From an optimization exercise on the open Yosys and OpenROAD flow, aimed at small area; shortcuts taken in it are not production practice.
The RTL was checked by simulation tests, not by an equivalence proof against the original design.
The clock cells of runs 4 to 6 come from the design's own scripts or RTL, not from TritonCTS.
The clock port is modelled as an ideal driver, which makes a skipped or thinned clock tree look cheaper than it is; a real chip needs a root buffer or a tree.
No activity file was given, so power comes from the tool's default toggle rates.

**design/flow/config.mk**
```make
export PLATFORM = sky130hd
export DESIGN_NAME = cie_cpu
export DESIGN_NICKNAME = cie_cpu
export VERILOG_FILES = /design/flow/design.v
export SDC_FILE = /design/flow/constraint.sdc
export NUM_CORES = 4
export LEC_CHECK = 0
export CAP_MARGIN = 20
export CORE_MARGIN = 2
export CORE_UTILIZATION = 35
export SLEW_MARGIN = 20
```
**design/flow/constraint.sdc**
```tcl
create_clock -name core_clock -period 10.0 [get_ports {clk}]
set_input_delay 2.0000 -clock core_clock [delete_from_list [all_inputs] [get_ports {clk}]]
set_output_delay 2.0000 -clock core_clock [all_outputs]
set_load 0.01 [all_outputs]
```
**design/flow/design.v**
```verilog
module cie_cpu (
    input  wire        clk,
    input  wire        rst,           
    output wire        mem_req,
    output wire        mem_we,
    output wire [15:0] mem_addr,
    output wire [15:0] mem_wdata,
    input  wire        mem_ready,
    input  wire [15:0] mem_rdata,
    output wire        in_ready,
    input  wire        in_valid,
    input  wire [15:0] in_data,
    output wire        out_valid,
    output wire [15:0] out_data,
    output wire        halted,
    output wire        err,
    output wire [15:0] err_word,
    output wire [15:0] acc,
    output wire [15:0] ix,
    output wire [15:0] pc,
    output wire        flag_e,
    output wire        alu_z,
    output wire        alu_n,
    output wire        alu_c,
    output wire        alu_v
);
    localparam [3:0] S_LOADI = 4'd0,    
                     S_LOADM = 4'd1,    
                     S_RD1   = 4'd2,    
                     S_RD2   = 4'd3,    
                     S_WR    = 4'd4,    
                     S_IN    = 4'd5,    
                     S_OUT   = 4'd6,    
                     S_HALT  = 4'd7,
                     S_CLR   = 4'd8,    
                     S_COPYI = 4'd9,    
                     S_COPYO = 4'd10,   
                     S_MASK  = 4'd11,   
                     S_ADDX  = 4'd12,   
                     S_EXEC  = 4'd13,   
                     S_SHA   = 4'd14,   
                     S_SHB   = 4'd15;   
    reg [3:0]  st;
    reg [3:0]  t;
    reg [15:0] r_acc, r_ix, r_pc, r_mar;
    reg [4:0]  op;           
    reg        cy;
    reg        r_e, r_z, r_n, r_c, r_v, r_err;
    wire pass = st[3];
    wire t0   = (t == 4'd0);
    wire t15  = (t == 4'd15);
    wire o_ld    = (op == 5'h01) | (op == 5'h02) | (op == 5'h03) | (op == 5'h04);
    wire o_ldr   = (op == 5'h05);
    wire o_mov   = (op == 5'h06);
    wire o_sto   = (op == 5'h07);
    wire o_add   = (op[4:1] == 4'h4);                  
    wire o_sub   = (op[4:1] == 4'h5);                  
    wire o_incdec= (op[4:2] == 3'b011);                
    wire o_onix  = o_incdec & op[0];                   
    wire o_dec   = o_incdec & op[1];                   
    wire o_jmp   = (op == 5'h10);
    wire o_cmp   = (op == 5'h11) | (op == 5'h12) | (op == 5'h13);
    wire o_jpe   = (op == 5'h14);
    wire o_jpn   = (op == 5'h15);
    wire o_and   = (op[4:1] == 4'hB);                  
    wire o_or    = (op[4:1] == 4'hC);                  
    wire o_xor   = (op[4:1] == 4'hD);                  
    wire o_lsl   = (op == 5'h1C);
    wire o_shift = (op[4:1] == 4'hE);                  
    wire o_in    = (op == 5'h1E);
    wire o_out   = (op == 5'h1F);
    wire o_end   = (op == 5'h00);
    wire o_ldx   = (op == 5'h04);
    wire o_ind   = (op == 5'h03) | (op == 5'h13);
    wire o_rd    = (op == 5'h02) | o_ind |
                   ((o_add | o_sub | o_and | o_or | o_xor) & op[0]) | (op == 5'h12);
    wire o_subl  = o_sub | o_cmp;                      
    wire o_alu   = o_add | o_subl | o_and | o_or | o_xor;
    reg [3:0] st_disp;
    always @(*) begin
        if (o_end)        st_disp = S_HALT;
        else if (o_sto)   st_disp = S_WR;
        else if (o_in)    st_disp = S_IN;
        else if (o_out)   st_disp = S_OUT;
        else if (o_ldx)   st_disp = S_ADDX;
        else if (o_rd)    st_disp = S_RD1;
        else if (o_shift) st_disp = S_SHA;
        else              st_disp = S_EXEC;
    end
    wire       w_lng  = mem_rdata[15];
    wire [6:0] w_base = mem_rdata[14:8];
    wire w_known = (w_base != 7'd0) && (w_base <= 7'h20);
    wire w_haslong = (w_base != 7'h06) && (w_base[6:2] != 5'b00011) && (w_base < 7'h1E);
    wire w_valid = w_known && (!w_lng || w_haslong);
    wire a0 = r_acc[0];
    wire x0 = r_ix[0];
    wire p0 = r_pc[0];
    wire m0 = r_mar[0];
    wire st_copy = (st == S_COPYI) | (st == S_COPYO);
    wire ex      = (st == S_EXEC);
    wire flagpass = ex & o_shift;                      
    wire add_x   = (st == S_ADDX) | (ex & o_onix);
    wire add_a   = st_copy ? p0 : add_x ? x0 : a0;
    wire b_zero  = st_copy | o_incdec;
    wire b_inv   = ex & (o_subl | o_dec);
    wire cin0    = st_copy | (ex & ((o_subl) | (o_incdec & !o_dec)));
    wire add_b   = (m0 & !b_zero) ^ b_inv;
    wire add_ci  = t0 ? cin0 : cy;
    wire sum     = add_a ^ add_b ^ add_ci;
    wire cout    = (add_a & add_b) | (add_a & add_ci) | (add_b & add_ci);
    reg res;
    always @(*) begin
        if (o_and)        res = a0 & m0;
        else if (o_or)    res = a0 | m0;
        else if (o_xor)   res = a0 ^ m0;
        else if (o_shift) res = a0;
        else              res = sum;
    end
    wire [4:0] tn   = {1'b0, t} + {1'b0, r_mar[3:0]};
    wire       big  = |r_mar[15:4];
    wire       scond = tn[4] | big;
    reg acc_sh, acc_in, ix_sh, ix_in, pc_sh, pc_in, mar_sh, mar_in;
    always @(*) begin
        acc_sh = 1'b0; acc_in = a0;
        ix_sh  = 1'b0; ix_in  = x0;
        pc_sh  = 1'b0; pc_in  = sum;
        mar_sh = 1'b0; mar_in = m0;
        case (st)
            S_CLR: begin
                acc_sh = 1'b1; acc_in = 1'b0;
                ix_sh  = 1'b1; ix_in  = 1'b0;
                pc_sh  = 1'b1; pc_in  = 1'b0;
            end
            S_COPYI, S_COPYO: begin
                pc_sh  = 1'b1; pc_in  = sum;
                mar_sh = 1'b1; mar_in = p0;
            end
            S_MASK: begin
                mar_sh = 1'b1; mar_in = m0 & !t[3];
            end
            S_ADDX: begin
                ix_sh  = 1'b1; ix_in  = x0;
                mar_sh = 1'b1; mar_in = sum;
            end
            S_EXEC: begin
                mar_sh = 1'b1;
                if (o_ld)   begin acc_sh = 1'b1; acc_in = m0; end
                if (o_ldr)  begin ix_sh  = 1'b1; ix_in  = m0; end
                if (o_mov)  begin ix_sh  = 1'b1; ix_in  = a0; acc_sh = 1'b1; end
                if (o_incdec) begin
                    if (o_onix) begin ix_sh = 1'b1; ix_in = sum; end
                    else        begin acc_sh = 1'b1; acc_in = sum; end
                end
                if (o_alu | o_shift) begin
                    acc_sh = 1'b1;
                    acc_in = o_cmp ? a0 : res;
                end
                if ((o_jmp | (o_jpe & r_e) | (o_jpn & !r_e))) begin
                    pc_sh = 1'b1; pc_in = m0;
                end
            end
            S_SHA: begin
                if (o_lsl) begin acc_sh = 1'b1; acc_in = a0 & !scond; end
                else       begin acc_sh = scond; acc_in = 1'b0; end
            end
            S_SHB: begin
                acc_sh = !scond; acc_in = a0;
            end
            default: ;
        endcase
    end
    wire mar_ld = ((st == S_LOADI) | (st == S_LOADM) | (st == S_RD1) | (st == S_RD2)) & mem_ready;
    wire acc_ld = (st == S_IN) & in_valid;
    always @(posedge clk) begin
        if (acc_ld)      r_acc <= in_data;
        else if (acc_sh) r_acc <= {acc_in, r_acc[15:1]};
        if (ix_sh)       r_ix  <= {ix_in, r_ix[15:1]};
        if (pc_sh)       r_pc  <= {pc_in, r_pc[15:1]};
        if (mar_ld)      r_mar <= mem_rdata;
        else if (mar_sh) r_mar <= {mar_in, r_mar[15:1]};
        cy <= cout;
    end
    wire setflags = ex & (o_alu | o_shift);
    wire z_new = (t0 | r_z) & !res;
    always @(posedge clk) begin
        if (st == S_CLR) begin
            r_e <= 1'b0; r_z <= 1'b0; r_n <= 1'b0; r_c <= 1'b0; r_v <= 1'b0;
            r_err <= 1'b0;
        end else if (setflags) begin
            r_z <= z_new;
            if (t15) begin
                r_n <= res;
                r_c <= (o_add | o_subl) & (cout ^ o_subl);
                r_v <= (o_add | o_subl) & (cout ^ add_ci);
                if (o_cmp) r_e <= z_new;
            end
        end
        if ((st == S_LOADI) && mem_ready && !w_valid) r_err <= 1'b1;
    end
    always @(posedge clk)
        if ((st == S_LOADI) && mem_ready) op <= w_base[4:0];
    always @(posedge clk) begin
        if (rst) begin
            st <= S_CLR;
            t  <= 4'd0;
        end else begin
            if (pass) t <= t + 4'd1;
            case (st)
                S_LOADI: if (mem_ready) st <= !w_valid ? S_HALT : w_lng ? S_COPYO : S_MASK;
                S_LOADM: if (mem_ready) st <= st_disp;
                S_RD1:   if (mem_ready) st <= o_ind ? S_RD2 : S_EXEC;
                S_RD2:   if (mem_ready) st <= S_EXEC;
                S_WR:    if (mem_ready) st <= S_COPYI;
                S_IN:    if (in_valid)  st <= S_COPYI;
                S_OUT:   st <= S_COPYI;
                S_HALT:  ;
                default: if (t15) begin
                    case (st)
                        S_CLR:   st <= S_COPYI;
                        S_COPYI: st <= S_LOADI;
                        S_COPYO: st <= S_LOADM;
                        S_MASK:  st <= st_disp;
                        S_ADDX:  st <= S_RD1;
                        S_SHA:   st <= o_lsl ? S_SHB : S_EXEC;
                        S_SHB:   st <= S_EXEC;
                        default: st <= S_COPYI;           
                    endcase
                end
            endcase
        end
    end
    assign mem_req   = (st == S_LOADI) | (st == S_LOADM) | (st == S_RD1) | (st == S_RD2) | (st == S_WR);
    assign mem_we    = (st == S_WR) & !rst;     
    assign mem_addr  = r_mar;
    assign mem_wdata = r_acc;
    assign in_ready  = (st == S_IN);
    assign out_valid = (st == S_OUT);
    assign out_data  = r_acc;
    assign halted   = (st == S_HALT);
    assign err      = r_err;
    assign err_word = r_mar;
    assign acc      = r_acc;
    assign ix       = r_ix;
    assign pc       = r_pc;
    assign flag_e   = r_e;
    assign alu_z    = r_z;
    assign alu_n    = r_n;
    assign alu_c    = r_c;
    assign alu_v    = r_v;
endmodule
```
**design/flow/run.sh**
```bash
#!/bin/bash
# synth_recipe.tcl (not shown) runs the flow's synth.tcl, then flattens the netlist and writes it again
# the make line also repeats each setting of config.mk as NAME=value (left out here)
make -C /OpenROAD-flow-scripts/flow DESIGN_CONFIG=/design/flow/config.mk WORK_HOME=/design/flow/orfs CLKGATE_MAP_FILE= SYNTH_SCRIPT=/design/flow/synth_recipe.tcl finish
```
==> summary.txt, run 1 <==
Async set-reset flop share out of synthesis: 0%
Hold WC Path Type: flip-flop to flip-flop
Netlist cell types: 62
Hold Slack: 451 ps
Wirelength per Cell: 16.6 um
Die H: 121 um
Post-Syn Area per Cell: 10.8 sq um
Total track usage: 16.5%
Largest net degree at the start of global routing: 30
Clock Latency Late Sink: 340 ps
Worst r2r path cells: 10
Clock slew seen by the registers of the worst setup and hold paths: 60 ps
Proportion of layout cells with a drive suffix above 1: 10.5%
CTS Buffer Depth: 2
Post-CTS Hold Buffers: 0
RD Place Congestion: 0.868
Post-DP HPWL: 8530 um
Outcome: no timing/DRC/antenna violations
Num CTS Buffers: 9
Initial core utilization: 36.0%
Max FO, Critical Path: 10
Post-CTS setup buffers: 0
RSZ-0062 raised after global routing: false
Placed cells: 702
Mapped cell area: 0.00476 sq mm
Kind of end point of the critical path: primary output
Worst Hold Endpoint: r_pc[9]
Worst slew pin tran: 923 ps
CP bufs+invs: 2
CP Cell Sequence: clkdlybuf4s50_1 > nor4_1 > clkdlybuf4s50_1
Routed WL: 11900 um
Via-per-instance ratio: 5.19
Endpoints failing setup: 0
Max Transition Viols Final: 0
Final Hold Vio Count: 0
WS Path Type: input port to primary output
Seq/Total Area, Yosys: 49.8%
Setup WS pre-CTS: 4440 ps
Clock skew: 10.8 ps
Yosys warns: 1
Final Power: 0.768 mW
IO Count: 159
Vias in the first global route: 3750
Die ar.: 0.0146 sq mm
CTS tree: done
Period utilization: 55.5%
Number of DRC markers in iteration 0: 231
Reg2Reg Capture Point: r_e
Root buffer cell: clkbuf_16
First-pass GRT wire length: 19100 um
Sum of negative setup slack: 0 ps
Area growth from synthesis to layout: 35.1%
Critical R2R Launch: op[3]
N_diodes: 0
Global route total overflow: 0
Final ANT Viol Nets: 0
Resized cells post-CTS: 0
FF-to-FF setup slack: 6200 ps
Worst rel slew slack: 38.4%
FF+latch count, synth: 84
Final nets: 581
Initial antenna violation count: 0
Post-synth EDFFs: 69
Leakage: 2.38 nW
Worst Setup Start Kind: input port
Peak supply drop: 0.0601 mV
Max-cap violations: 0
Min-delay src: r_pc[10]
Worst hold path depth: 0
Die width: 121 um
1st-pass router iterations: 5
Core area: 0.0132 sq mm
Required time worst endpoint: 8000 ps
Sinks on Clock Net: 84
CP max stage cell: clkdlybuf4s50_1
IO Port Bufs: 158
Max stage delay on crit path: 620 ps
WP data arrival: 3550 ps
Syn nets: 484
Layout fillers: 1253
DR vias: 3727
Cell family with most CP delay: buffers and inverters
Most frequent CP cell: clkdlybuf4s50_1
Post-route DRC: 0
Num rows: 42
Synth Instances: 440
CTS H-tree depth: 3
Setup ws final: 4450 ps
Max Freq: 180 MHz
Fin cells: 718
Fin crit period: 5550 ps
Pwr Density: 119 mW/mm^2
Synth Flop Type: edfxtp_1
## power breakdown
part           internal [mW]  leakage (nW)  switching (mW)
sequential             0.375         0.903         0.00195
clock                  0.224         0.160           0.136
combinational         0.0186          1.32          0.0129
total                  0.618          2.38           0.150
## state kept, by name, indices dropped and copies added (netlist names)
register	cells
cy	1
op	5
r_acc	16
r_c	1
r_e	1
r_err	1
r_ix	16
r_mar	16
r_n	1
r_pc	16
r_v	1
r_z	1
st	4
t	4
## stage by stage
stage	instance area (sq um)	utilization, %
after CTS	6430	48.6
after global routing	6430	48.6
after global placement	6100	46.1
final	6430	48.6
after floorplan	4760	-
after detailed placement	6100	46.1
## worst max path at each step
stage / start / endpoint / depth (start not counted)
2_1_floorplan: rst / mem_we / 2
3_3_place_gp: rst / mem_we / 3
3_5_place_dp: rst / mem_we / 3
4_1_cts: rst / mem_we / 3
5_1_grt: rst / mem_we / 3
6_report: rst / mem_we / 3
## worst register-to-register path, stage by stage, from the launching register on
cell	delay (ps)
edfxtp_1	760
nor2b_1	510
nand3_1	230
nand2_1	120
nand4_1	120
mux2_2	290
mux2i_1	100
fa_1	690
a32oi_1	220
or4_1	550
a21oi_1	140
## cell usage after synthesis (9+ instances only)
cell type	instances	area (sq um)
nand2_1	33	124
clkbuf_1	19	71.3
nor2b_1	9	56.3
nand3_1	14	70.1
o21ai_0	13	65.1
nor2_1	26	97.6
a21oi_1	24	120
dfxtp_1	15	300
edfxtp_1	69	2070
buf_4	53	398
mux2_2	32	360
inv_1	11	41.3
## cell families (layout without fill, tap and decap cells)
family                   Yosys count  in the layout  share of synthesized area [%]
AO/OA/AOI/OAI                     88             88                           12.5
XOR/XNOR                           9              9                           1.66
adder cells (fa/ha/maj)            8              8                           2.26
buffers and inverters             88            190                           11.4
flip-flops                        84             84                           49.8
multiplexers                      37             37                           8.62
AND/OR/NAND/NOR                  126            126                           13.7
## placed cells by master (no fill, tap or decap), types with 9 or more instances in the layout
cell             count
inv_1               11
nor2_1              26
clkdlybuf4s50_1    158
mux2_2              32
edfxtp_1            69
dfxtp_1             15
a21oi_1             24
clkbuf_16           11
nand2_1             33
nor2b_1              9
nand3_1             14
o21ai_0             13
## area by class of cell
| cell class | instances | area [sq um] | area share (%) |
|---|---|---|---|
| multi-input cells | 268 | 1860 | 28.9 |
| clock buffers | 12 | 279 | 4.34 |
| well taps | 176 | 220 | 3.42 |
| clock inverters | 4 | 52.6 | 0.817 |
| repair buffers | 161 | 1600 | 24.9 |
| inverters | 13 | 48.8 | 0.758 |
| flip-flops and latches | 84 | 2370 | 36.9 |
## per-layer routing
metal  GRT usage [%]  wire, um
met1            21.2      5350
met2            27.5      5680
met3            3.30       699
met4            5.89       154
met5               0         0
==> run 2: changes to the inputs <==
--- a/design/flow/config.mk
+++ b/design/flow/config.mk
@@ -7,5 +7,7 @@
 export LEC_CHECK = 0
+export ABC_AREA = 1
 export CAP_MARGIN = 20
 export CORE_MARGIN = 2
-export CORE_UTILIZATION = 35
+export CORE_UTILIZATION = 60
+export CTS_BUF_LIST = sky130_fd_sc_hd__clkbuf_4 sky130_fd_sc_hd__clkbuf_8
 export SLEW_MARGIN = 20
==> run 2 against run 1 <==
Against the previous run: first-iteration DRC count increased by 44%; clock power decreased by 29%; highest routed layer unchanged; sequential share of layout area increased by 1.4 points; cell count increased by 6.7%; flip-flop and latch count unchanged; critical endpoint unchanged; final area decreased by 3.6%; register-to-register slack improved by 820 ps; total power decreased by 13%; synthesized cell count increased by 24%; global-route usage increased by 12 points.
==> summary.txt, run 2 <==
Outcome: no timing/DRC/antenna violations
Post-synth EDFFs: 69 (unchanged)
FF-to-FF setup slack: 7020 ps (+820 ps)
Leakage: 2.71 nW (+14%)
Hold Slack: 456 ps (+5.53 ps)
Final nets: 703 (+21%)
Die H: 92.5 um (-23%)
Main area contributors after synthesis: edfxtp_1 44%, nand2_1 13%, buf_4 8.3%, dfxtp_1 6.4%, inv_1 4.2%
Internal: 0.517 mW (-16%)
Total track usage: 28.4% (+12 points)
First-pass GRT wire length: 19000 um (-0.40%)
Wirelength per Cell: 15.7 um (-5.4%)
IO Port Bufs: 158 (unchanged)
Most common cell after layout, fill and taps aside: nand2_1
Vias in the first global route: 3976 (+6.0%)
Uppermost routed layer: met4
Max stage delay on crit path: 530 ps (-90 ps)
WL met1: 4610 um (-14%)
Core area: 0.00765 sq mm (-42%)
Routed WL: 12000 um (+0.87%)
Yosys warns: 1 (unchanged)
Area growth from synthesis to layout: 31.9%
Peak supply drop: 0.0783 mV (+30%)
Max FO, Critical Path: 4 (-6)
1st-pass router iterations: 5 (unchanged)
Resized cells post-CTS: 0 (unchanged)
Post-DP HPWL: 9190 um (+7.8%)
Hold WC Path Type: flip-flop to flip-flop
Setup ws final: 4890 ps (+433 ps)
Pwr Density: 108 mW/mm^2 (-9.7%)
Max Freq: 196 MHz (+8.5%)
Root buffer cell: clkbuf_8
Critical R2R Launch: op[4]
Met2 routed WL: 6080 um (+7.1%)
Required time worst endpoint: 8000 ps (about the same)
Max Transition Viols Final: 0 (unchanged)
Num rows: 32 (-24%)
Mapped cell area: 0.00470 sq mm (-1.3%)
Clock slew seen by the registers of the worst setup and hold paths: 90 ps (+30 ps)
Register share of total power: 56.3% (+7.3 points)
Net Sw Power: 0.152 mW (+1.2%)
IO Count: 159 (unchanged)
Stages on worst setup path: 3 (unchanged)
Initial antenna violation count: 0 (unchanged)
Clock Latency Late Sink: 360 ps (+20 ps)
CTS Buffer Depth: 2 (unchanged)
Largest net degree at the start of global routing: 21 (-30%)
Reg2Reg Capture Point: r_acc[15]
RD Place Congestion: 0.987 (+14%)
DR vias: 4149 (+11%)
CP max stage cell: clkdlybuf4s50_1
Worst slew pin tran: 837 ps (-85.6 ps)
CP bufs+invs: 2 (unchanged)
Final ANT Viol Nets: 0 (unchanged)
Most frequent CP cell: clkdlybuf4s50_1
Syn nets: 591 (+22%)
Post-CTS setup buffers: 0 (unchanged)
Max-cap violations: 0 (unchanged)
Fin crit period: 5110 ps (-433 ps)
Combinational Power Share: 5.6% (+1.5 points)
Die width: 92.5 um (-23%)
CTS H-tree depth: 3 (unchanged)
Most frequent cells in the layout: 163 x nand2_1, 158 x clkdlybuf4s50_1, 69 x edfxtp_1
Clock power share: 38.1% (-8.7 points)
Cell family with most CP delay: buffers and inverters
CP Cell Sequence: clkdlybuf4s50_1 > nor2_1 > clkdlybuf4s50_1
CTS tree: done
Seq/Total Area, Yosys: 50.5% (+0.65 points)
Worst Setup Start Kind: input port
RSZ-0062 raised after global routing: false
Netlist cell types: 38 (-39%)
Top-count cell post-synth: nand2_1
Number of DRC markers in iteration 0: 333 (+44%)
CP Capture Point: mem_we
Clock skew: 10.4 ps (-0.384 ps)
Async set-reset flop share out of synthesis: 0% (unchanged)
Worst r2r path cells: 16 (+6)
Post-Syn Area per Cell: 8.59 sq um (-21%)
Sum of negative setup slack: 0 ps (unchanged)
Post-CTS Hold Buffers: 0 (unchanged)
Synth Instances: 547 (+24%)
Setup WS pre-CTS: 4880 ps (+440 ps)
Via-per-instance ratio: 5.42 (+4.3%)
Global route total overflow: 0 (unchanged)
Num CTS Buffers: 9 (unchanged)
Endpoints failing setup: 0 (unchanged)
Die ar.: 0.00856 sq mm (-41%)
Post-synth top area cell: edfxtp_1
Synth Flop Type: edfxtp_1
Period utilization: 51.1% (-4.3 points)
WS Path Type: input port to primary output
Top cell type's share of synthesized area: 44.1% (+0.57 points)
WP data arrival: 3110 ps (-440 ps)
Sw Share: 22.8% (+3.2 points)
Crit path launch: rst
Sinks on Clock Net: 84 (unchanged)
Routed wl met3: 960 um (+37%)
Post-route DRC: 0 (unchanged)
Kind of end point of the critical path: primary output
N_diodes: 0 (unchanged)
Final Hold Vio Count: 0 (unchanged)
Top cells by count, synth: 163 x nand2_1, 69 x edfxtp_1, 53 x inv_1, 52 x buf_4, 49 x nor2_1
Worst rel slew slack: 44.0% (+5.6 points)
FF+latch count, synth: 84 (unchanged)
Proportion of layout cells with a drive suffix above 1: 6.78% (-3.7 points)
Initial core utilization: 61.5% (+26 points)
## run 2: cell count changes after synthesis, moves of 13 or more
cell	change
clkbuf_1	-17
inv_1	+42
mux2_2	-32
nand2_1	+130
nand3_1	+13
nor2_1	+23
## run 2: cell families (layout without fill, tap and decap cells)
logic type	Yosys count	count (layout)	share of synthesized area, %
xor gates and xnor gates	2	2	0.373
adders and majority gates	8	8	2.29
DFF	84	84	50.5
buffers and inverters	116	233	13.7
and+or+nand+nor	276	276	26.0
AOI/OAI and AO/OA	61	61	7.16
## run 2: stage by stage
step           power (mW)  area (sq um)  utilization, %  instances
3_3_place_gp        0.420          6000            78.4        750
3_5_place_dp        0.421          6000            78.4        750
5_1_grt             0.686          6200            81.1        766
2_1_floorplan       0.399          4700               -        547
6_report            0.669          6200            81.1        766
4_1_cts             0.669          6200            81.1        766
## run 2: power by group through the flow
stage / Combinational [mW] / Sequential (mW) / Clock (mW)
2_1_floorplan: 0.0148 / 0.385 / 0
3_3_place_gp: 0.0350 / 0.385 / 0
3_5_place_dp: 0.0363 / 0.385 / 0
4_1_cts: 0.0371 / 0.377 / 0.255
5_1_grt: 0.0407 / 0.377 / 0.268
6_report: 0.0374 / 0.377 / 0.255
## run 2: layer usage
| metal | global-route usage [%] | vias up |
|---|---|---|
| met5 | 0 | - |
| met4 | 11.4 | 0 |
| met3 | 5.13 | 30 |
| met2 | 50.4 | 231 |
| met1 | 34.2 | 1917 |
| li1 | - | 1971 |
## run 2: area by class of cell
type | instances | area (sq um)
repair buffers | 160 | 1600
well taps | 102 | 128
flip-flops and latches | 84 | 2370
clock inverters | 6 | 71.3
multi-input cells | 347 | 1690
inverters | 57 | 216
fillers | 489 | 1450
clock buffers | 10 | 131
## run 2: how the worst min path moves through the flow
stage                         from        to  slack [ps]  depth (start not counted)
after floorplan               t[0]      t[0]         480                          2
after global placement    r_pc[10]   r_pc[9]         430                          0
after detailed placement  r_pc[12]  r_pc[11]         440                          0
after CTS                 r_pc[12]  r_pc[11]         460                          0
after global routing      r_ix[13]  r_ix[12]         470                          0
final                      r_ix[9]   r_ix[8]         460                          0
## run 2: worst reg2reg max path: stages, from the launching register on
cell and delay [ps]:
edfxtp_1 530, nor2_1 270, nand2_1 150, nor2_1 180
nand2_1 120, nand3_1 90, a21oi_1 100, fa_1 710
inv_1 70, nand2_1 70, o211ai_1 80, nand2_1 80
nand2_1 70, nand2_1 70, nand2_1 50, nand2_1 50
a21oi_1 50
==> run 3: changes to the inputs <==
==> design/flow/flow/run.sh (new file) <==
#!/bin/bash
# The standard layout, with the ports buffered by the smallest buffer cell
# (every input and output port still gets its own buffer).
set -euo pipefail
bash standard.sh "BUFFER_PORTS_ARGS=-buffer_cell sky130_fd_sc_hd__buf_1" finish > flow.log 2>&1
==> design/flow/standard.sh (new file) <==
#!/bin/bash
# synth_recipe.tcl (not shown) runs the flow's synth.tcl, then flattens the netlist and writes it again
# the make line also repeats each setting of config.mk as NAME=value (left out here)
make -C /OpenROAD-flow-scripts/flow DESIGN_CONFIG=/design/flow/config.mk WORK_HOME=/design/flow/orfs CLKGATE_MAP_FILE= SYNTH_SCRIPT=/design/flow/synth_recipe.tcl "${@:-finish}"
removed: design/flow/run.sh
==> run 3 against run 2 <==
Against the previous run: critical path depth unchanged; still clean on timing, DRC and antenna; die area unchanged; final area decreased by 16%; via count decreased by 3.7%; count of clock-buffer cells in the layout decreased by 1; wire length decreased by 11%.
==> summary.txt, run 3 <==
Kind of end point of the critical path: primary output
Num CTS Buffers: 9 (unchanged)
Syn nets: 591 (unchanged)
Hold Slack: 455 ps (-1.06 ps)
Final Hold Vio Count: 0 (unchanged)
Final nets: 703 (unchanged)
Post-CTS setup buffers: 0 (unchanged)
Wirelength per Cell: 14.0 um (-11%)
Pwr Density: 123 mW/mm^2 (+14%)
Main area contributors after synthesis: edfxtp_1 44%, nand2_1 13%, buf_4 8.3%, dfxtp_1 6.4%, inv_1 4.2%
Setup ws final: 5620 ps (+734 ps)
Area growth from synthesis to layout: 10.7%
Num rows: 32 (unchanged)
Top-count cell post-synth: nand2_1
Post-synth top area cell: edfxtp_1
IO Port Bufs: 158 (unchanged)
Period utilization: 43.8% (-7.3 points)
Top cell type's share of synthesized area: 44.1% (unchanged)
Post-CTS Hold Buffers: 0 (unchanged)
Most frequent CP cell: buf_1
Root buffer cell: clkbuf_8
Worst Setup Start Kind: input port
Routed wl met3: 692 um (-28%)
Post-DP HPWL: 8140 um (-11%)
RSZ-0062 raised after global routing: false
Peak supply drop: 0.0624 mV (-20%)
Initial antenna violation count: 0 (unchanged)
First-pass GRT wire length: 17100 um (-9.7%)
Die ar.: 0.00856 sq mm (unchanged)
Met2 routed WL: 5250 um (-14%)
N_diodes: 0 (unchanged)
Uppermost routed layer: met4
Max Transition Viols Final: 0 (unchanged)
Die width: 92.5 um (unchanged)
Max Freq: 228 MHz (+17%)
Post-route DRC: 0 (unchanged)
Sinks on Clock Net: 84 (unchanged)
Synth Instances: 547 (unchanged)
CP bufs+invs: 2 (unchanged)
CP max stage cell: buf_1
Most frequent cells in the layout: 163 x nand2_1, 158 x buf_1, 69 x edfxtp_1
Core area: 0.00765 sq mm (unchanged)
Required time worst endpoint: 8000 ps (about the same)
Async set-reset flop share out of synthesis: 0% (unchanged)
Die H: 92.5 um (unchanged)
Min-delay src: r_pc[11]
Final ANT Viol Nets: 0 (unchanged)
CTS tree: done
Sum of negative setup slack: 0 ps (unchanged)
Clock skew: 13.5 ps (+3.09 ps)
Total track usage: 25.4% (-3.0 points)
Leakage: 2.32 nW (-14%)
FF+latch count, synth: 84 (unchanged)
Reg2Reg Capture Point: r_acc[15]
Largest net degree at the start of global routing: 21 (unchanged)
WS Path Type: input port to primary output
Setup WS pre-CTS: 5430 ps (+551 ps)
Endpoints failing setup: 0 (unchanged)
Yosys warns: 1 (unchanged)
Worst Hold Endpoint: r_pc[10]
IO Count: 159 (unchanged)
Post-synth EDFFs: 69 (unchanged)
Proportion of layout cells with a drive suffix above 1: 6.78% (unchanged)
Clock slew seen by the registers of the worst setup and hold paths: 100 ps (about the same)
Vias in the first global route: 3683 (-7.4%)
Synth Flop Type: edfxtp_1
Resized cells post-CTS: 0 (unchanged)
WP data arrival: 2380 ps (-730 ps)
CTS Buffer Depth: 2 (unchanged)
1st-pass router iterations: 5 (unchanged)
Max-cap violations: 0 (unchanged)
Post-Syn Area per Cell: 8.59 sq um (unchanged)
Global route total overflow: 0 (unchanged)
Max stage delay on crit path: 150 ps (-380 ps)
FF-to-FF setup slack: 7010 ps (about the same)
Via-per-instance ratio: 5.22 (-3.7%)
Most common cell after layout, fill and taps aside: nand2_1
Seq/Total Area, Yosys: 50.5% (unchanged)
Worst rel slew slack: 39.1% (-4.9 points)
DR vias: 3997 (-3.7%)
Routed WL: 10700 um (-11%)
Clock Latency Late Sink: 360 ps (about the same)
Critical R2R Launch: op[4]
Top cells by count, synth: 163 x nand2_1, 69 x edfxtp_1, 53 x inv_1, 52 x buf_4, 49 x nor2_1
CP Cell Sequence: buf_1 > nor2_1 > buf_1
Hold WC Path Type: flip-flop to flip-flop
Worst hold path depth: 0 (unchanged)
Fin cells: 766 (unchanged)
Placed cells: 750 (unchanged)
Netlist cell types: 38 (unchanged)
RD Place Congestion: 0.965 (-2.2%)
Worst slew pin tran: 911 ps (+73.5 ps)
CTS H-tree depth: 3 (unchanged)
Initial core utilization: 61.5% (unchanged)
Outcome: no timing/DRC/antenna violations
WL met1: 4560 um (-1.2%)
Number of DRC markers in iteration 0: 210 (-37%)
Cell family with most CP delay: buffers and inverters
Fin crit period: 4380 ps (-734 ps)
Max FO, Critical Path: 4 (unchanged)
Worst r2r path cells: 16 (unchanged)
Mapped cell area: 0.00470 sq mm (unchanged)
-- run 3: cell counts after synthesis --
Identical to the previous run, type by type.
-- run 3: per-layer routing --
metal  GRT usage [%]  up-vias
li1                -     1969
met1            33.0     1840
met2            42.8      170
met3            4.39       18
met4            9.33        0
met5               0        -
-- run 3: layout make-up --
class / count / area, sq um
Clock buffer: 9 / 124
Fill cell: 674 / 2440
Multi-Input combinational cell: 347 / 1690
Clock inverter: 7 / 68.8
Tap cell: 102 / 128
Sequential cell: 84 / 2370
Timing Repair Buffer: 160 / 608
Inverter: 57 / 216
-- run 3: per-stage QoR --
step                      total power [mW]  instance area [sq um]  utilization, %
final                                0.639                   5200            68.0
after global routing                 0.661                   5200            68.0
after global placement               0.409                   5010            65.5
after detailed placement             0.410                   5010            65.5
after CTS                            0.644                   5200            68.0
after floorplan                      0.399                   4700               -
-- run 3: where the power goes --
part           switching, mW  total (mW)  internal, mW
Sequential           0.00166       0.377         0.375
Clock                  0.140       0.237        0.0971
Combinational         0.0159      0.0257       0.00974
Total                  0.157       0.639         0.482
-- run 3: how the worst max path moves through the flow --
stage	slack, ps	depth (start not counted)	startpoint	end
detailed placement	5430	5	mem_ready	r_mar[6]
floorplan	5830	1	rst	mem_we
global placement	5530	5	mem_ready	r_mar[14]
global route	5610	3	rst	mem_we
finish	5620	3	rst	mem_we
CTS	5630	3	rst	mem_we
-- run 3: cell families after synthesis --
| group | Yosys count | share of synthesized area [%] |
|---|---|---|
| fa+ha+maj | 8 | 2.29 |
| xor+xnor | 2 | 0.373 |
| buf+inv | 116 | 13.7 |
| simple gates | 276 | 26.0 |
| compound gates | 61 | 7.16 |
| flops | 84 | 50.5 |
==> run 4: changes to the inputs <==
--- a/design/flow/design.v
+++ b/design/flow/design.v
@@ -47,3 +47,3 @@
     reg        cy;
-    reg        r_e, r_z, r_n, r_c, r_v, r_err;
+    reg        r_e, r_z, r_n, r_c, r_v;
     wire pass = st[3];
@@ -80,4 +80,3 @@
     always @(*) begin
-        if (o_end)        st_disp = S_HALT;
-        else if (o_sto)   st_disp = S_WR;
+        if (o_sto)        st_disp = S_WR;
         else if (o_in)    st_disp = S_IN;
@@ -94,2 +93,3 @@
     wire w_valid = w_known && (!w_lng || w_haslong);
+    wire w_end   = (mem_rdata[15:8] == 8'h20);
     wire a0 = r_acc[0];
@@ -121,61 +121,34 @@
     wire       scond = tn[4] | big;
-    reg acc_sh, acc_in, ix_sh, ix_in, pc_sh, pc_in, mar_sh, mar_in;
-    always @(*) begin
-        acc_sh = 1'b0; acc_in = a0;
-        ix_sh  = 1'b0; ix_in  = x0;
-        pc_sh  = 1'b0; pc_in  = sum;
-        mar_sh = 1'b0; mar_in = m0;
-        case (st)
-            S_CLR: begin
-                acc_sh = 1'b1; acc_in = 1'b0;
-                ix_sh  = 1'b1; ix_in  = 1'b0;
-                pc_sh  = 1'b1; pc_in  = 1'b0;
-            end
-            S_COPYI, S_COPYO: begin
-                pc_sh  = 1'b1; pc_in  = sum;
-                mar_sh = 1'b1; mar_in = p0;
-            end
-            S_MASK: begin
-                mar_sh = 1'b1; mar_in = m0 & !t[3];
-            end
-            S_ADDX: begin
-                ix_sh  = 1'b1; ix_in  = x0;
-                mar_sh = 1'b1; mar_in = sum;
-            end
-            S_EXEC: begin
-                mar_sh = 1'b1;
-                if (o_ld)   begin acc_sh = 1'b1; acc_in = m0; end
-                if (o_ldr)  begin ix_sh  = 1'b1; ix_in  = m0; end
-                if (o_mov)  begin ix_sh  = 1'b1; ix_in  = a0; acc_sh = 1'b1; end
-                if (o_incdec) begin
-                    if (o_onix) begin ix_sh = 1'b1; ix_in = sum; end
-                    else        begin acc_sh = 1'b1; acc_in = sum; end
-                end
-                if (o_alu | o_shift) begin
-                    acc_sh = 1'b1;
-                    acc_in = o_cmp ? a0 : res;
-                end
-                if ((o_jmp | (o_jpe & r_e) | (o_jpn & !r_e))) begin
-                    pc_sh = 1'b1; pc_in = m0;
-                end
-            end
-            S_SHA: begin
-                if (o_lsl) begin acc_sh = 1'b1; acc_in = a0 & !scond; end
-                else       begin acc_sh = scond; acc_in = 1'b0; end
-            end
-            S_SHB: begin
-                acc_sh = !scond; acc_in = a0;
-            end
-            default: ;
-        endcase
-    end
+    wire clr   = (st == S_CLR);
+    wire sha   = (st == S_SHA);
+    wire shb   = (st == S_SHB);
+    wire take  = o_jmp | (o_jpe & r_e) | (o_jpn & !r_e);
+    wire acc_sh = pass & !(sha & !o_lsl & !scond) & !(shb & scond);
+    wire acc_in = clr ? 1'b0 :
+                  sha ? (a0 & !scond & o_lsl) :
+                  (ex & (o_ld | o_in)) ? m0 :
+                  (ex & o_incdec & !o_onix) ? sum :
+                  (ex & (o_alu | o_shift) & !o_cmp) ? res : a0;
+    wire ix_sh  = pass;
+    wire ix_in  = clr ? 1'b0 :
+                  (ex & o_ldr) ? m0 :
+                  (ex & o_mov) ? a0 :
+                  (ex & o_onix) ? sum : x0;
+    wire pc_sh  = pass;
+    wire pc_in  = clr ? 1'b0 :
+                  st_copy ? sum :
+                  (ex & take) ? m0 : p0;
+    wire mar_sh = pass & !sha & !shb;
+    wire mar_in = st_copy ? p0 :
+                  (st == S_MASK) ? (m0 & !t[3]) :
+                  (st == S_ADDX) ? sum : m0;
     wire mar_ld = ((st == S_LOADI) | (st == S_LOADM) | (st == S_RD1) | (st == S_RD2)) & mem_ready;
-    wire acc_ld = (st == S_IN) & in_valid;
+    wire in_ld  = (st == S_IN) & in_valid;
     always @(posedge clk) begin
-        if (acc_ld)      r_acc <= in_data;
-        else if (acc_sh) r_acc <= {acc_in, r_acc[15:1]};
+        if (acc_sh)      r_acc <= {acc_in, r_acc[15:1]};
         if (ix_sh)       r_ix  <= {ix_in, r_ix[15:1]};
         if (pc_sh)       r_pc  <= {pc_in, r_pc[15:1]};
-        if (mar_ld)      r_mar <= mem_rdata;
-        else if (mar_sh) r_mar <= {mar_in, r_mar[15:1]};
+        if (mar_ld | in_ld | mar_sh)
+            r_mar <= ({16{mar_ld}} & mem_rdata) | ({16{in_ld}} & in_data) |
+                     ({16{!mar_ld & !in_ld}} & {mar_in, r_mar[15:1]});
         cy <= cout;
@@ -187,3 +160,2 @@
             r_e <= 1'b0; r_z <= 1'b0; r_n <= 1'b0; r_c <= 1'b0; r_v <= 1'b0;
-            r_err <= 1'b0;
         end else if (setflags) begin
@@ -197,3 +169,2 @@
         end
-        if ((st == S_LOADI) && mem_ready && !w_valid) r_err <= 1'b1;
     end
@@ -208,3 +179,3 @@
             case (st)
-                S_LOADI: if (mem_ready) st <= !w_valid ? S_HALT : w_lng ? S_COPYO : S_MASK;
+                S_LOADI: if (mem_ready) st <= (!w_valid || w_end) ? S_HALT : w_lng ? S_COPYO : S_MASK;
                 S_LOADM: if (mem_ready) st <= st_disp;
@@ -213,3 +184,3 @@
                 S_WR:    if (mem_ready) st <= S_COPYI;
-                S_IN:    if (in_valid)  st <= S_COPYI;
+                S_IN:    if (in_valid)  st <= S_EXEC;
                 S_OUT:   st <= S_COPYI;
@@ -239,3 +210,3 @@
     assign halted   = (st == S_HALT);
-    assign err      = r_err;
+    assign err      = halted & (r_mar[15:8] != 8'h20);    
     assign err_word = r_mar;
==> design/flow/flow/run.sh (replaced) <==
#!/bin/bash
# The standard layout (standard.sh, the standard flow's own make of ORFS), with three changes:
#  - synthesis is synth_recipe.tcl unchanged except that its final ABC mapping
#    runs flow/area.abc, an area-oriented script, in place of ORFS's abc_speed
#    script (the registers come from dfflibmap before ABC and do not change);
#  - the ports are buffered by the smallest buffer cell (every input and output
#    port still gets its own buffer);
#  - the clock is buffered by flow/clk.tcl (four clkbuf_16 next to the four
#    groups of flip-flops they drive) in place of TritonCTS's H-tree.
# Each tool's output goes to flow.log (make and the tools it runs) and to ORFS's
# own logs under orfs/logs/.
set -euo pipefail
W="$PWD"
cat > "$W/synth_area.tcl" <<EOT
proc abc {args} {
  set i [lsearch -exact \$args -script]
  if {\$i >= 0} { lset args [expr {\$i + 1}] $W/flow/area.abc }
  yosys abc {*}\$args
}
source $W/synth_recipe.tcl
EOT
export PRE_CTS_TCL="$W/flow/clk.tcl"
bash standard.sh "SYNTH_SCRIPT=$W/synth_area.tcl" \
  "BUFFER_PORTS_ARGS=-buffer_cell sky130_fd_sc_hd__buf_1" \
  "PRE_CTS_TCL=$W/flow/clk.tcl" finish > flow.log 2>&1
==> design/flow/flow/area.abc (new file) <==
strash
&get -n
&deepsyn -T 20
&put
dch -f
amap
topo
==> design/flow/flow/clk.tcl (new file) <==
# Clock buffering in place of TritonCTS, sourced as the CTS step's PRE_CTS_TCL hook.
# The flip-flops are split into 4 groups by position (k-means); each group
# gets one clkbuf_16 buffer at its centre, driven by the clock port. Every
# flip-flop sees the same single buffer stage, so no register's clock is delayed
# relative to the others by more than its group's wire.
proc my_manual_clock {cell nb} {
  set block [ord::get_db_block]
  set master [[ord::get_db] findMaster $cell]
  set clknet [$block findNet clk]
  set pts {}
  foreach it [$clknet getITerms] {
    set inst [$it getInst]
    set bb [$inst getBBox]
    set x [expr {([$bb xMin] + [$bb xMax]) / 2.0}]
    set y [expr {([$bb yMin] + [$bb yMax]) / 2.0}]
    lappend pts [list $x $y $it]
  }
  set n [llength $pts]
  # initial centres: spread along the sorted x order
  set sorted [lsort -real -index 0 $pts]
  set cs {}
  for {set k 0} {$k < $nb} {incr k} {
    set p [lindex $sorted [expr {int(($k + 0.5) * $n / $nb)}]]
    lappend cs [list [lindex $p 0] [lindex $p 1]]
  }
  for {set iter 0} {$iter < 50} {incr iter} {
    set asg {}
    foreach p $pts {
      set best 0; set bd 1e30
      for {set k 0} {$k < $nb} {incr k} {
        set c [lindex $cs $k]
        set d [expr {abs([lindex $p 0] - [lindex $c 0]) + abs([lindex $p 1] - [lindex $c 1])}]
        if {$d < $bd} { set bd $d; set best $k }
      }
      lappend asg $best
    }
    set ncs {}
    for {set k 0} {$k < $nb} {incr k} {
      set sx 0; set sy 0; set m 0
      foreach p $pts a $asg {
        if {$a == $k} { set sx [expr {$sx + [lindex $p 0]}]; set sy [expr {$sy + [lindex $p 1]}]; incr m }
      }
      if {$m > 0} { lappend ncs [list [expr {$sx / $m}] [expr {$sy / $m}]] } else { lappend ncs [lindex $cs $k] }
    }
    set cs $ncs
  }
  for {set k 0} {$k < $nb} {incr k} {
    set c [lindex $cs $k]
    set buf [odb::dbInst_create $block $master "clkbuf_bench_$k"]
    $buf setLocation [expr {int([lindex $c 0])}] [expr {int([lindex $c 1])}]
    $buf setPlacementStatus PLACED
    set net [odb::dbNet_create $block "clknet_bench_$k"]
    $net setSigType CLOCK
    foreach p $pts a $asg {
      if {$a == $k} { set it [lindex $p 2]; $it disconnect; $it connect $net }
    }
    [$buf findITerm A] connect $clknet
    [$buf findITerm X] connect $net
  }
  puts "my_manual_clock: $n sinks, $nb x $cell"
}

rename clock_tree_synthesis my_orig_clock_tree_synthesis
proc clock_tree_synthesis {args} {
  my_manual_clock sky130_fd_sc_hd__clkbuf_16 4
  set_propagated_clock [all_clocks]
}
--- a/design/flow/config.mk
+++ b/design/flow/config.mk
@@ -7,3 +7,2 @@
 export LEC_CHECK = 0
-export ABC_AREA = 1
 export CAP_MARGIN = 20
@@ -11,3 +10,2 @@
 export CORE_UTILIZATION = 60
-export CTS_BUF_LIST = sky130_fd_sc_hd__clkbuf_4 sky130_fd_sc_hd__clkbuf_8
 export SLEW_MARGIN = 20
==> run 4 against run 3 <==
Against the previous run: flip-flop and latch count fell by 1; synthesized cell count down 31%; sequential power is 7.7% higher; clock skew rose by 3.5 ps; critical endpoint unchanged; sequential share of layout area up 6.4 points; still clean; via count down 18%; total power down 0.26%; worst setup slack got worse by 130 ps; wire length down 15%.
==> summary.txt, run 4 <==
Proportion of layout cells with a drive suffix above 1: 1.43% (-5.3 points)
RSZ-0062 raised after global routing: false
Clock Latency Late Sink: 150 ps (-210 ps)
Synth Area in XOR/XNOR: 0% (-0.37 points)
Post-CTS setup buffers: 0 (unchanged)
Pwr Density: 141 mW/mm^2 (+15%)
Async set-reset flop share out of synthesis: 0% (unchanged)
Post-route DRC: 0 (unchanged)
Final nets: 535 (-24%)
Clock skew: 16.9 ps (+3.49 ps)
Post-CTS Hold Buffers: 0 (unchanged)
Global route total overflow: 0 (unchanged)
Core area: 0.00672 sq mm (-12%)
DR vias: 3291 (-18%)
Crit path launch: rst
Post-synthesis mux area share: 0% (unchanged)
WP data arrival: 2510 ps (+130 ps)
Num rows: 30 (-6.3%)
Routed WL: 9080 um (-15%)
First-pass GRT wire length: 14200 um (-17%)
Clock slew seen by the registers of the worst setup and hold paths: 70 ps (-30 ps)
Initial core utilization: 61.0% (-0.48 points)
Post-Synth Adder-Cell Area: 2.63% (+0.34 points)
Final Hold Vio Count: 0 (unchanged)
Leakage: 1.58 nW (-32%)
Period utilization: 45.1% (+1.3 points)
Post-synth EDFFs: 69 (unchanged)
Largest net degree at the start of global routing: 40 (+90%)
WS Path Type: input port to primary output
Sum of negative setup slack: 0 ps (unchanged)
Max Freq: 222 MHz (-2.8%)
Synth Flop Type: edfxtp_1
Main area contributors after synthesis: edfxtp_1 51%, buf_4 9.5%, dfxtp_1 6.8%, clkinv_1 5.0%, nor2_1 5.0%
Max-cap violations: 0 (unchanged)
Max FO, Critical Path: 7 (+3)
Most frequent cells in the layout: 158 x buf_1, 69 x edfxtp_1, 55 x clkinv_1, 55 x nor2_1, 15 x a222oi_1
Netlist cell types: 40 (+5.3%)
Top cell type's share of synthesized area: 50.6% (+6.5 points)
Worst slew pin tran: 1060 ps (+154 ps)
N_diodes: 0 (unchanged)
Hold WC Path Type: flip-flop to flip-flop
Synth Instances: 376 (-31%)
Wirelength per Cell: 16.0 um (+14%)
Max Transition Viols Final: 0 (unchanged)
CP Capture Point: mem_we
Initial antenna violation count: 0 (unchanged)
Worst r2r path cells: 16 (unchanged)
Mapped cell area: 0.00410 sq mm (-13%)
RD Place Congestion: 0.926 (-4.0%)
Resized cells post-CTS: 0 (unchanged)
Compound-cell area share of the yosys netlist: 14.6% (+7.4 points)
Worst Setup Start Kind: input port
Hold Slack: 451 ps (-4.10 ps)
FF+latch count, synth: 83 (-1.2%)
Critical R2R Launch: st[3]
Yosys warns: 1 (unchanged)
Top cells by count, synth: 69 x edfxtp_1, 55 x clkinv_1, 55 x nor2_1, 52 x buf_4
Number of DRC markers in iteration 0: 234 (+11%)
Post-DP HPWL: 6770 um (-17%)
Die width: 86.6 um (-6.4%)
Simple-gate portion of the synthesized area: 10.8% (-15 points)
Fin crit period: 4510 ps (+126 ps)
Post-synth top area cell: edfxtp_1
Main combinational cell family by area after synthesis: compound AO/OA/AOI/OAI gates
Vias in the first global route: 2839 (-23%)
Peak supply drop: 0.0864 mV (+38%)
Area growth from synthesis to layout: 10.4%
Kind of end point of the critical path: primary output
Endpoints failing setup: 0 (unchanged)
Required time worst endpoint: 8000 ps (about the same)
IO Count: 159 (unchanged)
Via-per-instance ratio: 5.78 (+11%)
Syn nets: 420 (-29%)
Die ar.: 0.00751 sq mm (-12%)
Die H: 86.6 um (-6.4%)
Post-Syn Area per Cell: 10.9 sq um (+27%)
Total track usage: 23.3% (-2.1 points)
Most common cell after layout, fill and taps aside: buf_1
FF-to-FF setup slack: 5660 ps (-1350 ps)
Seq/Total Area, Yosys: 57.4% (+6.9 points)
Reg2Reg Capture Point: r_acc[15]
Worst rel slew slack: 28.8% (-10 points)
Outcome: no timing/DRC/antenna violations
Final ANT Viol Nets: 0 (unchanged)
1st-pass router iterations: 5 (unchanged)
IO Port Bufs: 158 (unchanged)
Top-count cell post-synth: edfxtp_1
[run 4: critical path, stage by stage]
cell and delay [ps]:
buf_1 160, nor3_1 160, buf_1 180
[run 4: area by class of cell]
type                    count  area (sq um)
fillers                   547          2200
plain buffers               4           100
well taps                  80           100
flip-flops and latches     83          2350
repair buffers            161           616
multi-input cells         186          1150
inverters                  55           206
[run 4: how the worst min path moves through the flow]
stage	slack [ps]	start	end	cells past startpoint
2_1_floorplan	480	t[0]	t[0]	2
3_3_place_gp	430	r_pc[9]	r_pc[8]	0
3_5_place_dp	430	r_ix[5]	r_ix[4]	0
4_1_cts	460	r_ix[8]	r_ix[7]	0
5_1_grt	470	r_pc[9]	r_pc[8]	0
6_report	450	r_c	r_c	2
[run 4: kinds of logic after synthesis]
| family | count (synthesis) |
|---|---|
| AO/OA/AOI/OAI | 77 |
| buffers and inverters | 107 |
| AND/OR/NAND/NOR | 101 |
| flip-flops | 83 |
| adder cells (fa/ha/maj) | 8 |
[run 4: power breakdown]
part / internal (mW) / switching (mW) / total, mW
Sequential: 0.388 / 0.0178 / 0.406
Clock: 0.0726 / 0.0788 / 0.151
Combinational: 0.0334 / 0.0465 / 0.0800
Total: 0.494 / 0.143 / 0.637
[run 4: through the flow]
step                      instance area, sq um  utilization [%]  std cells  setup WS [ps]  power [mW]
final                                     4520             67.3        569           5490       0.637
after floorplan                           4100                -        376           5190       0.475
after global placement                    4420             65.8        565           5520       0.492
after global routing                      4520             67.3        569           5100       0.662
after detailed placement                  4420             65.8        565           5510       0.494
after CTS                                 4520             67.3        569           5500       0.641
[run 4: metal layers]
layer / track usage, % / up-vias / share of wire, % / wire length (um)
li1: - / 1566 / - / -
met1: 33.8 / 1540 / 43 / 3950
met2: 38.9 / 177 / 47 / 4270
met3: 2.57 / 8 / 7.8 / 708
met4: 3.69 / 0 / 1.7 / 150
met5: 0 / - / 0 / 0
==> run 5: changes to the inputs <==
--- a/design/flow/flow/run.sh
+++ b/design/flow/flow/run.sh
@@ -7,3 +7,3 @@
 #    port still gets its own buffer);
-#  - the clock is buffered by flow/clk.tcl (four clkbuf_16 next to the four
+#  - the clock is buffered by flow/clk.tcl (three clkbuf_16 next to the three
 #    groups of flip-flops they drive) in place of TritonCTS's H-tree.
==> design/flow/flow/area.abc (replaced) <==
strash
&get -n
&deepsyn -T 20
&put
dch -f
amap
&get -n
&st
&deepsyn -T 10
&put
dch -f
amap
topo
--- a/design/flow/flow/clk.tcl
+++ b/design/flow/flow/clk.tcl
@@ -1,3 +1,3 @@
 # Clock buffering in place of TritonCTS, sourced as the CTS step's PRE_CTS_TCL hook.
-# The flip-flops are split into 4 groups by position (k-means); each group
+# The flip-flops are split into 3 groups by position (k-means); each group
 # gets one clkbuf_16 buffer at its centre, driven by the clock port. Every
@@ -64,3 +64,3 @@
 proc clock_tree_synthesis {args} {
-  my_manual_clock sky130_fd_sc_hd__clkbuf_16 4
+  my_manual_clock sky130_fd_sc_hd__clkbuf_16 3
   set_propagated_clock [all_clocks]
==> run 5 against run 4 <==
Against the previous run: utilization up 1.6 points; fmax down 9.0%; final area down 1.5%; highest routed layer unchanged; sequential power down 7.6%; combinational power down 72%; critical path type is now flip-flop to flip-flop; global-route usage down 1.6 points; via count down 2.0%; still clean on timing, DRC and antenna.
==> summary.txt, run 5 <==
Synth Instances: 370 (-1.6%)
Mapped cell area: 0.00406 sq mm (-0.89%)
Initial core utilization: 62.9% (+1.9 points)
Vias in the first global route: 2818 (-0.74%)
CP bufs+invs: 2 (unchanged)
Global route total overflow: 0 (unchanged)
Max-cap violations: 0 (unchanged)
Post-CTS Hold Buffers: 0 (unchanged)
Max Transition Viols Final: 0 (unchanged)
Hold WC Path Type: flip-flop to flip-flop
Worst slew pin tran: 999 ps (-65.3 ps)
CP max stage cell: dfxtp_2
Max stage delay on crit path: 940 ps (+760 ps)
Largest net degree at the start of global routing: 45 (+13%)
Required time worst endpoint: 9930 ps (+1930 ps)
IO Count: 159 (unchanged)
Post-CTS setup buffers: 0 (unchanged)
Synth Flop Type: edfxtp_1
Wirelength per Cell: 15.7 um (-1.4%)
Sum of negative setup slack: 0 ps (unchanged)
Initial antenna violation count: 0 (unchanged)
Cell family with most CP delay: compound AO/OA/AOI/OAI gates
Clock Latency Late Sink: 170 ps (+20 ps)
Crit path launch: st[3]
Die width: 86.3 um (-0.42%)
Most frequent cells in the layout: 158 x buf_1, 69 x edfxtp_1, 50 x clkinv_1
Final nets: 526 (-1.7%)
Top cell type's share of synthesized area: 51.0% (+0.45 points)
Seq/Total Area, Yosys: 57.9% (+0.51 points)
1st-pass router iterations: 5 (unchanged)
CP Cell Sequence: clkinv_1 > nor2_1 > nand2_1 > clkinv_1 > o21ai_0 > nor4_1 > nor3_1 > nor2_1 > a21oi_1 > fa_1 > o21ai_0 > o32ai_1 > o32a_1 > o221a_1 > a2111oi_0
Clock skew: 20.6 ps (+3.68 ps)
Clock slew seen by the registers of the worst setup and hold paths: 100 ps (+30 ps)
Final Power: 0.530 mW (-17%)
WP data arrival: 4890 ps (+2380 ps)
Leakage: 1.63 nW (+3.3%)
Final Util: 68.9% (+1.6 points)
Syn nets: 414 (-1.4%)
Via-per-instance ratio: 5.79 (+0.11%)
RSZ-0062 raised after global routing: false
Final Hold Vio Count: 0 (unchanged)
Top-count cell post-synth: edfxtp_1
WS Path Type: flip-flop to flip-flop
Netlist cell types: 36 (-10%)
Post-DP HPWL: 6740 um (-0.51%)
Combinational Power Share: 4.2% (-8.3 points)
Post-synth top area cell: edfxtp_1
Post-route DRC: 0 (unchanged)
Pwr Density: 119 mW/mm^2 (-16%)
Worst Setup Start Kind: flip-flop
Total track usage: 21.6% (-1.6 points)
Proportion of layout cells with a drive suffix above 1: 1.46% (+0.027 points)
Worst rel slew slack: 33.4% (+4.6 points)
Layout fillers: 516 (-5.7%)
RD Place Congestion: 0.950 (+2.6%)
Register share of total power: 70.8% (+7.1 points)
Number of DRC markers in iteration 0: 233 (-0.43%)
Outcome: no timing/DRC/antenna violations
DR vias: 3225 (-2.0%)
Peak supply drop: 0.114 mV (+32%)
FF+latch count, synth: 83 (unchanged)
Post-Syn Area per Cell: 11.0 sq um (+0.72%)
Max Freq: 202 MHz (-9.0%)
Net Sw Power: 0.0931 mW (-35%)
Num rows: 29 (-3.3%)
Period utilization: 49.5% (+4.5 points)
Core area: 0.00646 sq mm (-3.9%)
Final ANT Viol Nets: 0 (unchanged)
Sw Share: 17.6% (-4.9 points)
Critical R2R Launch: st[3]
IO Port Bufs: 158 (unchanged)
Resized cells post-CTS: 0 (unchanged)
Fin crit period: 4950 ps (+448 ps)
Yosys warns: 1 (unchanged)
Routed WL: 8770 um (-3.5%)
N_diodes: 0 (unchanged)
Die H: 86.3 um (-0.42%)
Main area contributors after synthesis: edfxtp_1 51%, buf_4 9.6%, dfxtp_1 6.9%, clkinv_1 4.6%, nor2_1 4.5%
Kind of end point of the critical path: flip-flop
Internal: 0.436 mW (-12%)
First-pass GRT wire length: 13200 um (-7.2%)
Endpoints failing setup: 0 (unchanged)
Die ar.: 0.00744 sq mm (-0.84%)
Most common cell after layout, fill and taps aside: buf_1
Top cells by count, synth: 69 x edfxtp_1, 52 x buf_4, 50 x clkinv_1, 49 x nor2_1, 18 x nand2_1
Min-delay src: r_ix[6]
Max FO, Critical Path: 44 (+37)
Async set-reset flop share out of synthesis: 0% (unchanged)
Post-synth EDFFs: 69 (unchanged)
Area growth from synthesis to layout: 9.64%
Clock power share: 25.0% (+1.2 points)
==> run 5: final cells by class <==
| cell class | count | area [sq um] | area share [%] |
|---|---|---|---|
| Buffer | 3 | 75.1 | 1.69 |
| Multi-Input combinational cell | 185 | 1140 | 25.6 |
| Sequential cell | 83 | 2350 | 52.9 |
| Tap cell | 77 | 96.3 | 2.16 |
| Timing Repair Buffer | 159 | 601 | 13.5 |
| Inverter | 50 | 188 | 4.21 |
==> run 5: kinds of logic after synthesis <==
logic type	after synthesis	share of synthesized area, %
AOI/OAI and AO/OA	78	14.6
and+or+nand+nor	99	10.6
adders and majority gates	8	2.65
buffers and inverters	102	14.2
DFF	83	57.9
==> run 5: per-layer routing <==
metal / global-route usage [%] / share of wire, % / wire length, um / up-vias
li1: - / - / - / 1536
met1: 31.5 / 41 / 3620 / 1493
met2: 36.0 / 49 / 4330 / 184
met3: 2.57 / 8.5 / 749 / 12
met4: 3.69 / 0.82 / 72 / 0
met5: 0 / 0 / 0 / -
==> run 5: path summary, 6_finish.rpt <==
| kind | end | slack, ps | depth (start not counted) |
|---|---|---|---|
| worst min register to register | r_ix[5] | 460 | 0 |
| worst min-delay path | r_ix[5] | 460 | 0 |
| worst max-delay path | r_acc[15] | 5050 | 15 |
| worst max register to register | r_acc[15] | 5050 | 15 |
==> run 5: worst register-to-register path, cell delays in order (launching register included) <==
cell       delay, ps
dfxtp_2          940
clkinv_1         540
nor2_1           300
nand2_1          140
clkinv_1         100
o21ai_0          240
nor4_1           510
nor3_1           100
nor2_1           100
a21oi_1           80
fa_1             540
o21ai_0          210
o32ai_1          120
o32a_1           300
o221a_1          200
a2111oi_0        310
==> run 5: per-stage QoR <==
step	setup WS (ps)	area, sq um	hold slack, ps	instances
after floorplan	5420	4060	483	370
after global placement	5440	4380	430	554
after detailed placement	5180	4380	431	554
after CTS	5150	4450	457	557
after global routing	4720	4450	467	557
final	5050	4450	455	557
==> run 5: power by group through the flow <==
stage | clock (mW) | sequential, mW | combinational [mW]
3_3_place_gp | 0 | 0.383 | 0.0213
6_report | 0.132 | 0.375 | 0.0222
4_1_cts | 0.137 | 0.375 | 0.0220
2_1_floorplan | 0 | 0.382 | 0.0123
3_5_place_dp | 0 | 0.383 | 0.0218
5_1_grt | 0.146 | 0.376 | 0.0247
==> run 6: changes to the inputs <==
--- a/design/flow/design.v
+++ b/design/flow/design.v
@@ -162,8 +162,6 @@
             r_z <= z_new;
-            if (t15) begin
-                r_n <= res;
-                r_c <= (o_add | o_subl) & (cout ^ o_subl);
-                r_v <= (o_add | o_subl) & (cout ^ add_ci);
-                if (o_cmp) r_e <= z_new;
-            end
+            r_n <= res;
+            r_c <= (o_add | o_subl) & (cout ^ o_subl);
+            r_v <= (o_add | o_subl) & (cout ^ add_ci);
+            if (o_cmp) r_e <= z_new;
         end
==> design/flow/flow/area.abc (replaced) <==
strash
&get -n
&deepsyn -T 30
&put
dch -f
amap
&get -n
&st
&deepsyn -T 30
&put
dch -f
amap
&get -n
&st
&deepsyn -T 30
&put
dch -f
amap
topo
==> run 6 against run 5 <==
Against the previous run: largest cell class unchanged; still clean; critical path depth rose by 2; via count grew 1.1%; critical path type unchanged; final area shrank 0.22%; utilization decreased by 0.15 points; sequential share of layout area up 0.12 points.
==> summary.txt, run 6 <==
Hold WC Path Type: flip-flop to flip-flop
Top cell type's share of synthesized area: 51.1% (+0.094 points)
Post-route DRC: 0 (unchanged)
Number of DRC markers in iteration 0: 292 (+25%)
Vias in the first global route: 2713 (-3.7%)
Period utilization: 53.1% (+3.5 points)
Initial antenna violation count: 0 (unchanged)
Clock slew seen by the registers of the worst setup and hold paths: 90 ps (about the same)
Die ar.: 0.00743 sq mm (-0.19%)
Post-CTS Hold Buffers: 0 (unchanged)
Crit path launch: st[3]
Main area contributors after synthesis: edfxtp_1 51%, buf_4 9.6%, dfxtp_1 6.9%, clkinv_1 5.1%, nor2_1 3.9%
N_diodes: 0 (unchanged)
Top-count cell post-synth: edfxtp_1
Final nets: 526 (unchanged)
Most common cell after layout, fill and taps aside: buf_1
Yosys warns: 1 (unchanged)
Max FO, Critical Path: 42 (-4.5%)
Sum of negative setup slack: 0 ps (unchanged)
Async set-reset flop share out of synthesis: 0% (unchanged)
Final ANT Viol Nets: 0 (unchanged)
Leakage: 1.57 nW (-3.5%)
Top cells by count, synth: 69 x edfxtp_1, 55 x clkinv_1, 52 x buf_4, 42 x nor2_1, 17 x nor3_1
Resized cells post-CTS: 0 (unchanged)
RSZ-0062 raised after global routing: false
Core area: 0.00646 sq mm (unchanged)
Post-synth top area cell: edfxtp_1
Syn nets: 414 (unchanged)
Critical R2R Launch: st[3]
Via-per-instance ratio: 5.85 (+1.1%)
Min-delay src: r_ix[10]
Kind of end point of the critical path: flip-flop
RD Place Congestion: 0.927 (-2.4%)
Worst r2r path cells: 17 (+2)
Max stage delay on crit path: 940 ps (about the same)
1st-pass router iterations: 5 (unchanged)
Fin cells: 557 (unchanged)
Die H: 86.2 um (about the same)
Most frequent cells in the layout: 158 x buf_1, 69 x edfxtp_1, 55 x clkinv_1
Clock Latency Late Sink: 170 ps (about the same)
Worst Setup Start Kind: flip-flop
Outcome: no timing/DRC/antenna violations
Synth Flop Type: edfxtp_1
Multi-input gate area: 0.00111 sq mm (-2.5%)
Worst slew pin tran: 1030 ps (+34.9 ps)
Final Hold Vio Count: 0 (unchanged)
Num rows: 29 (unchanged)
Clock skew: 26.8 ps (+6.18 ps)
Fin crit period: 5310 ps (+353 ps)
Synth Instances: 370 (unchanged)
Area growth from synthesis to layout: 9.60% (about the same)
Netlist cell types: 39 (+8.3%)
WS Path Type: flip-flop to flip-flop
Largest net degree at the start of global routing: 43 (-4.4%)
Peak supply drop: 0.148 mV (+30%)
CP Capture Point: r_acc[15]
Reg area: 0.00235 sq mm (unchanged)
WP data arrival: 5300 ps (+410 ps)
IO Count: 159 (unchanged)
FF-to-FF setup slack: 4690 ps (-350 ps)
Endpoints failing setup: 0 (unchanged)
Post-Syn Area per Cell: 11.0 sq um (-0.18%)
Mapped cell area: 0.00405 sq mm (-0.18%)
DR vias: 3259 (+1.1%)
Required time worst endpoint: 9990 ps (+60 ps)
Wirelength per Cell: 15.4 um (-2.2%)
CP max stage cell: dfxtp_2
Seq/Total Area, Yosys: 58.0% (+0.11 points)
Post-Layout Inst Area: 0.00444 sq mm (-0.22%)
Hold Slack: 456 ps (+0.983 ps)
CP Cell Sequence: clkinv_1 > nor2_1 > nand3_1 > or3_1 > nor3_1 > nor2_1 > nor3_1 > o21ai_0 > clkinv_1 > nor2_1 > a21oi_1 > clkinv_1 > fa_1 > a311o_1 > a211oi_1 > a211oi_1 > nor3_1
Proportion of layout cells with a drive suffix above 1: 1.25% (-0.21 points)
Total track usage: 21.7% (+0.062 points)
Stages on worst setup path: 17 (+2)
Reg2Reg Capture Point: r_acc[15]
Pwr Density: 128 mW/mm^2 (+7.3%)
Die width: 86.2 um (about the same)
Max Freq: 188 MHz (-6.7%)
Placed cells: 554 (unchanged)
Cell family with most CP delay: simple AND/OR/NAND/NOR gates
Placed instance area: 0.00437 sq mm (-0.17%)
Initial core utilization: 62.8% (-0.12 points)
Layout fillers: 486 (-5.8%)
Max Transition Viols Final: 0 (unchanged)
Post-DP HPWL: 6470 um (-3.9%)
IO Port Bufs: 158 (unchanged)
CP bufs+invs: 3 (+1)
Worst rel slew slack: 30.8% (-2.5 points)
Post-synth EDFFs: 69 (unchanged)
Global route total overflow: 0 (unchanged)
Max-cap violations: 0 (unchanged)
FF+latch count, synth: 83 (unchanged)
Routed WL: 8580 um (-2.2%)
First-pass GRT wire length: 13200 um (+0.58%)
Post-CTS setup buffers: 0 (unchanged)
run 6: cell types whose count changed after synthesis, sizes merged, moves of 3 or more:
cell	previous run	this run
nor4	7	4
clkinv	50	55
nand2	18	14
a222oi	16	13
a31oi	3	6
nor3	11	17
a21oi	11	8
nor2	49	42
a22oi	0	3
o32a	3	0
nand4	0	3
run 6: worst reg2reg max path: cells and delay by family, from the launching register on:
| family | cells | cell delay, ps |
|---|---|---|
| AOI/OAI and AO/OA | 5 | 1120 |
| adders and majority gates | 1 | 560 |
| buffers and inverters | 3 | 780 |
| DFF | 1 | 940 |
| and+or+nand+nor | 8 | 1740 |
run 6: stage by stage:
stage	setup WS, ps	power [mW]	utilization, %
2_1_floorplan	5040	0.428	-
3_3_place_gp	4960	0.440	67.6
3_5_place_dp	4740	0.442	67.6
4_1_cts	4750	0.568	68.8
5_1_grt	4190	0.587	68.8
6_report	4690	0.567	68.8
run 6: power breakdown:
part	internal (mW)	switching (mW)	leakage, nW	total [mW]
Clock	0.0553	0.0776	0.0370	0.133
Sequential	0.378	0.00898	0.934	0.387
Combinational	0.0195	0.0271	0.599	0.0466
run 6: final cells by class:
type	instances	area share, %
multi-input cells	180	25.0
flip-flops and latches	83	53.0
well taps	77	2.17
plain buffers	3	1.69
repair buffers	159	13.5
inverters	55	4.65
run 6: kinds of logic after synthesis:
family                     Yosys count  share of synthesized area, %
and+or+nand+nor                     95                          10.5
AOI/OAI and AO/OA                   77                          14.1
buffers and inverters              107                          14.7
adders and majority gates            8                          2.65
DFF                                 83                          58.0
run 6: worst min path at each step:
stage,to,cells after the start
2_1_floorplan,t[2],1
3_3_place_gp,r_ix[9],0
3_5_place_dp,r_pc[12],0
4_1_cts,r_ix[9],0
5_1_grt,r_ix[9],0
6_report,r_ix[9],0
run 6: layer usage:
| layer | global-route usage, % | wire length, um | vias to the layer above |
|---|---|---|---|
| met5 | 0 | 0 | - |
| met3 | 1.43 | 708 | 6 |
| met2 | 35.1 | 3970 | 199 |
| li1 | - | - | 1534 |
| met1 | 34.2 | 3840 | 1520 |
| met4 | 1.70 | 62 | 0 |

## re-timing with driven ports
Ports are ideal in the flow. The routed layouts listed here were re-timed in OpenROAD. Step 1 sets driving cells, clkbuf_16 on the clock port and buf_2 on the other inputs (assumed; they add their load-dependent delay and slew). Step 2 moves the port delays by t, midway between the first and last clock arrival at a register: inputs arrive t later, outputs are due t later. That takes back most of the time a late clock gives input paths. Three values: ideal, step 1, step 2; two values: the first two.
| run | t (ns) | setup WS [ns] | worst register clock-pin slew, ns | worst slew at a driven data input, ns |
|---|---|---|---|---|
| run 1 | 0.375 | 4.453 / 4.425 / 4.425 | 0.07 / 0.07 | 0.05 |
| run 2 | 0.392 | 4.887 / 4.866 / 4.866 | 0.09 / 0.09 | 0.05 |
| run 3 | 0.389 | 5.620 / 5.600 / 5.600 | 0.10 / 0.10 | 0.04 |
| run 4 | 0.223 | 5.495 / 5.474 / 5.474 | 0.09 / 0.09 | 0.05 |
| run 5 | 0.219 | 5.046 / 5.047 / 5.047 | 0.11 / 0.11 | 0.04 |
| run 6 | 0.223 | 4.693 / 4.693 / 4.693 | 0.12 / 0.12 | 0.03 |
After both steps every run listed still meets setup and hold. The setup slack of run 1, which loses most, moves by -0.028 ns with the drivers and by -0.028 ns with both steps.
